This design comes from an exercise in tuning for small area, a short achievable clock period and few clock cycles per item on the open sky130 flow, not from production work.
Only simulation tests tie the RTL to the original design; equivalence was not proved.
Power is estimated from default activity; no workload was simulated.

lane 1:
Design pite_xform, start of the top module:
module pite_xform (
    input  wire        clk,
    input  wire        rst_n,         
    input  wire [2:0]  cfg_op,        
    input  wire        cfg_perch,
    input  wire        cfg_chen,
    input  wire [1:0]  cfg_chsel,
    input  wire [31:0] cfg_opnd0,
    input  wire [31:0] cfg_opnd1,
    input  wire [31:0] cfg_opnd2,
    input  wire [7:0]  cfg_outmin,
    input  wire [7:0]  cfg_outmax,
    input  wire [7:0]  cfg_rmin,
    input  wire [7:0]  cfg_rmax,
    input  wire        in_valid,
    output wire        in_ready,
    input  wire [7:0]  in_data,
    input  wire [2:0]  in_tag,
    output wire        out_valid,
    input  wire        out_ready,
    output wire [7:0]  out_data
);
    parameter [8:0] CUT = 9'b0_0101_0100;
    parameter       ATYPE = 1;
    localparam integer NCUT = CUT[1]+CUT[2]+CUT[3]+CUT[4]+CUT[5]+CUT[6]+CUT[7]+CUT[8];
    localparam integer CAP = NCUT + 4;
    localparam OP_SADD   = 3'd1;
    localparam OP_SSUB   = 3'd2;
    localparam OP_SMUL   = 3'd3;
    localparam OP_SDIV   = 3'd4;
    localparam OP_CSTR   = 3'd6;
    localparam OP_BPLANE = 3'd7;
    wire acc   = in_valid & in_ready;
  ...
For scale: ~3500 cells after synthesis, about 400 flip-flops, ~160 I/O pins, roughly 0.028 mm2 of cells after synthesis.
==> flow/config.mk <==
export PLATFORM = sky130hd
export DESIGN_NAME = pite_xform
export DESIGN_NICKNAME = pite_xform
export VERILOG_FILES = /design/flow/design.v
export SDC_FILE = /design/flow/constraint.sdc
export NUM_CORES = 4
export LEC_CHECK = 0
export ABC_AREA = 1
export CAP_MARGIN = 20
export CORE_MARGIN = 2
export CORE_UTILIZATION = 40
export SLEW_MARGIN = 20
==> flow/constraint.sdc <==
create_clock -name core_clock -period 12.5 [get_ports {clk}]
set_input_delay 2.5000 -clock core_clock [delete_from_list [all_inputs] [get_ports {clk}]]
set_output_delay 2.5000 -clock core_clock [all_outputs]
set_load 0.01 [all_outputs]
standard.sh (not shown) runs the stock make flow with config.mk's settings and CLKGATE_MAP_FILE= SYNTH_SCRIPT=/design/flow/synth_recipe.tcl, a recipe that flattens the netlist after the stock synthesis.
==> flow/flow/run.sh <==
#!/bin/bash
# Layout flow: the standard flow (standard.sh, ORFS make targets) with
# two changes to how the layout is made:
#  - timing repair aims at a setup slack of SETUP_MARGIN ns rather than 0,
#    so the resizer also speeds up paths that already meet the clock;
#  - the port buffers that every input and output gets are buf_1 cells.
# The clock period and constraints are the standard flow's. ORFS keeps each step's full
# tool output in orfs/logs/; make's own output goes to standard.log here.
set -e
SETUP_MARGIN=7
bash standard.sh SETUP_SLACK_MARGIN=$SETUP_MARGIN \
    "BUFFER_PORTS_ARGS=-buffer_cell sky130_fd_sc_hd__buf_1" finish > standard.log 2>&1
Both conditions hold for lane 1: the flow ran to the end and the final layout passed the timing, DRC and antenna checks.
Testbench counts of lane 1, summed over its fixed seeds: cycles 15,596, items 14,056.
What lane 2 does differently from lane 1 at the input level:
--- a/flow/flow/run.sh
+++ b/flow/flow/run.sh
@@ -8,5 +8,5 @@
 # tool output in orfs/logs/; make's own output goes to standard.log here.
 set -e
-SETUP_MARGIN=7
+SETUP_MARGIN=7.5
 bash standard.sh SETUP_SLACK_MARGIN=$SETUP_MARGIN \
     "BUFFER_PORTS_ARGS=-buffer_cell sky130_fd_sc_hd__buf_1" finish > standard.log 2>&1
[summary]
Against lane 1, the final cell area of lane 2 is higher.
Lower non-clock buffer count among lane 2 and lane 1: lane 1
Summary of lane 2 over lane 1: total internal power higher; multi-input gate share of total cell area roughly the same; fraction of area in non-clock buffers higher; transition at the pin with the smallest max-transition slack higher; routed wire length higher.
Lane 2 vs lane 1 — total met3 wirelength after detailed routing rose 40 um.
Required time at the endpoint of the critical path, lane 2 and lane 1: lower on lane 1
sky130_fd_sc_hd__fa_1 as the slowest cell on the critical path was reported by lane 2, and sky130_fd_sc_hd__nor3_1 by lane 1.
When lane 2 is set beside lane 1, its ratio of final minimum period to clock period turns out to be 2.0 points smaller.
Final period demand of the worst path on lane 2 is down relative to lane 1.

---

== the baseline ==
Another version of the RTL of pite_xform (not shown whole).
Size in the first run: about 3500 cells after synthesis, roughly 400 flip-flops.
==> flow/config.mk <==
export PLATFORM = sky130hd
export DESIGN_NAME = pite_xform
export DESIGN_NICKNAME = pite_xform
export VERILOG_FILES = /design/flow/design.v
export SDC_FILE = /design/flow/constraint.sdc
export NUM_CORES = 4
export LEC_CHECK = 0
export ABC_AREA = 1
export CAP_MARGIN = 20
export CORE_MARGIN = 2
export CORE_UTILIZATION = 40
export SLEW_MARGIN = 20
==> flow/constraint.sdc <==
create_clock -name core_clock -period 12.5 [get_ports {clk}]
set_input_delay 2.5000 -clock core_clock [delete_from_list [all_inputs] [get_ports {clk}]]
set_output_delay 2.5000 -clock core_clock [all_outputs]
set_load 0.01 [all_outputs]
==> flow/flow/run.sh <==
#!/bin/bash
# Layout flow: the standard flow (standard.sh, ORFS make targets) with
# two changes to how the layout is made:
#  - timing repair aims at a setup slack of SETUP_MARGIN ns rather than 0,
#    so the resizer also speeds up paths that already meet the clock;
#  - the port buffers that every input and output gets are buf_1 cells.
# The clock period and constraints are the standard flow's. ORFS keeps each step's full
# tool output in orfs/logs/; make's own output goes to standard.log here.
set -e
SETUP_MARGIN=7.5
bash standard.sh SETUP_SLACK_MARGIN=$SETUP_MARGIN \
    "BUFFER_PORTS_ARGS=-buffer_cell sky130_fd_sc_hd__buf_1" finish > standard.log 2>&1
The baseline | stages: all done | timing, DRC, antenna: all pass
Testbench counts of the baseline, summed over its fixed seeds: cycles 15,596, items 14,056.
#### Input delta (the candidate over the baseline)
--- a/flow/flow/run.sh
+++ b/flow/flow/run.sh
@@ -8,5 +8,5 @@
 # tool output in orfs/logs/; make's own output goes to standard.log here.
 set -e
-SETUP_MARGIN=7.5
+SETUP_MARGIN=8
 bash standard.sh SETUP_SLACK_MARGIN=$SETUP_MARGIN \
     "BUFFER_PORTS_ARGS=-buffer_cell sky130_fd_sc_hd__buf_1" finish > standard.log 2>&1
==> comparison <==
In the candidate, the power consumption came out about 10% above the value in the baseline. Between the baseline and the candidate, the cell count went up. Relative to the baseline, the number of nets at the end of the flow measured on the candidate has increased by a few percent. Beginning of the critical path: d_r[9] -> the candidate, b_r[4][2] -> the baseline. Changes observed in the candidate relative to the baseline: post-route fraction of the period consumed by the critical path fell 2.3 points, number of cells on the critical path saw an increase. Going from the baseline to the candidate, count of fill cells added during filler insertion decreased 259; proportion of cell area occupied by registers moved down. Between the baseline and the candidate, non-clock buffer count increased. The candidate ends up with a fraction of area in multi-input gates that is 0.37 points higher than in the baseline.

==> re-timing with driven ports <==
The results above use ideal ports. As a check the final layouts listed here were re-extracted and re-timed, cells and wires unchanged.
Step 1, drivers: a clkbuf_16 drives clk and a buf_2 each remaining input, both assumed.
Step 2, shift: input delay + t, output delay - t, t = (earliest + latest rising clock arrival at the registers) / 2. This alone moves slack from input paths to output paths.
a / b / c = ideal ports / drivers / drivers and shift; a / b = the first two.
run	shift t [ns]	setup WS [ns]	worst setup path after step 2	worst register clock-pin slew, ns
lane 1	0.638	7.535 / 7.535 / 7.535	register to register	0.07 / 0.07
lane 2	0.635	7.786 / 7.786 / 7.587	input to register	0.07 / 0.07
the baseline	0.657	7.740 / 7.740 / 7.431	input to register	0.06 / 0.06
the candidate	0.661	8.033 / 8.033 / 7.531	input to register	0.06 / 0.06
After both steps every run listed still meets setup and hold. For the candidate, which loses most, drivers alone change the setup slack by 0.000 ns; drivers and shift together by -0.502 ns.
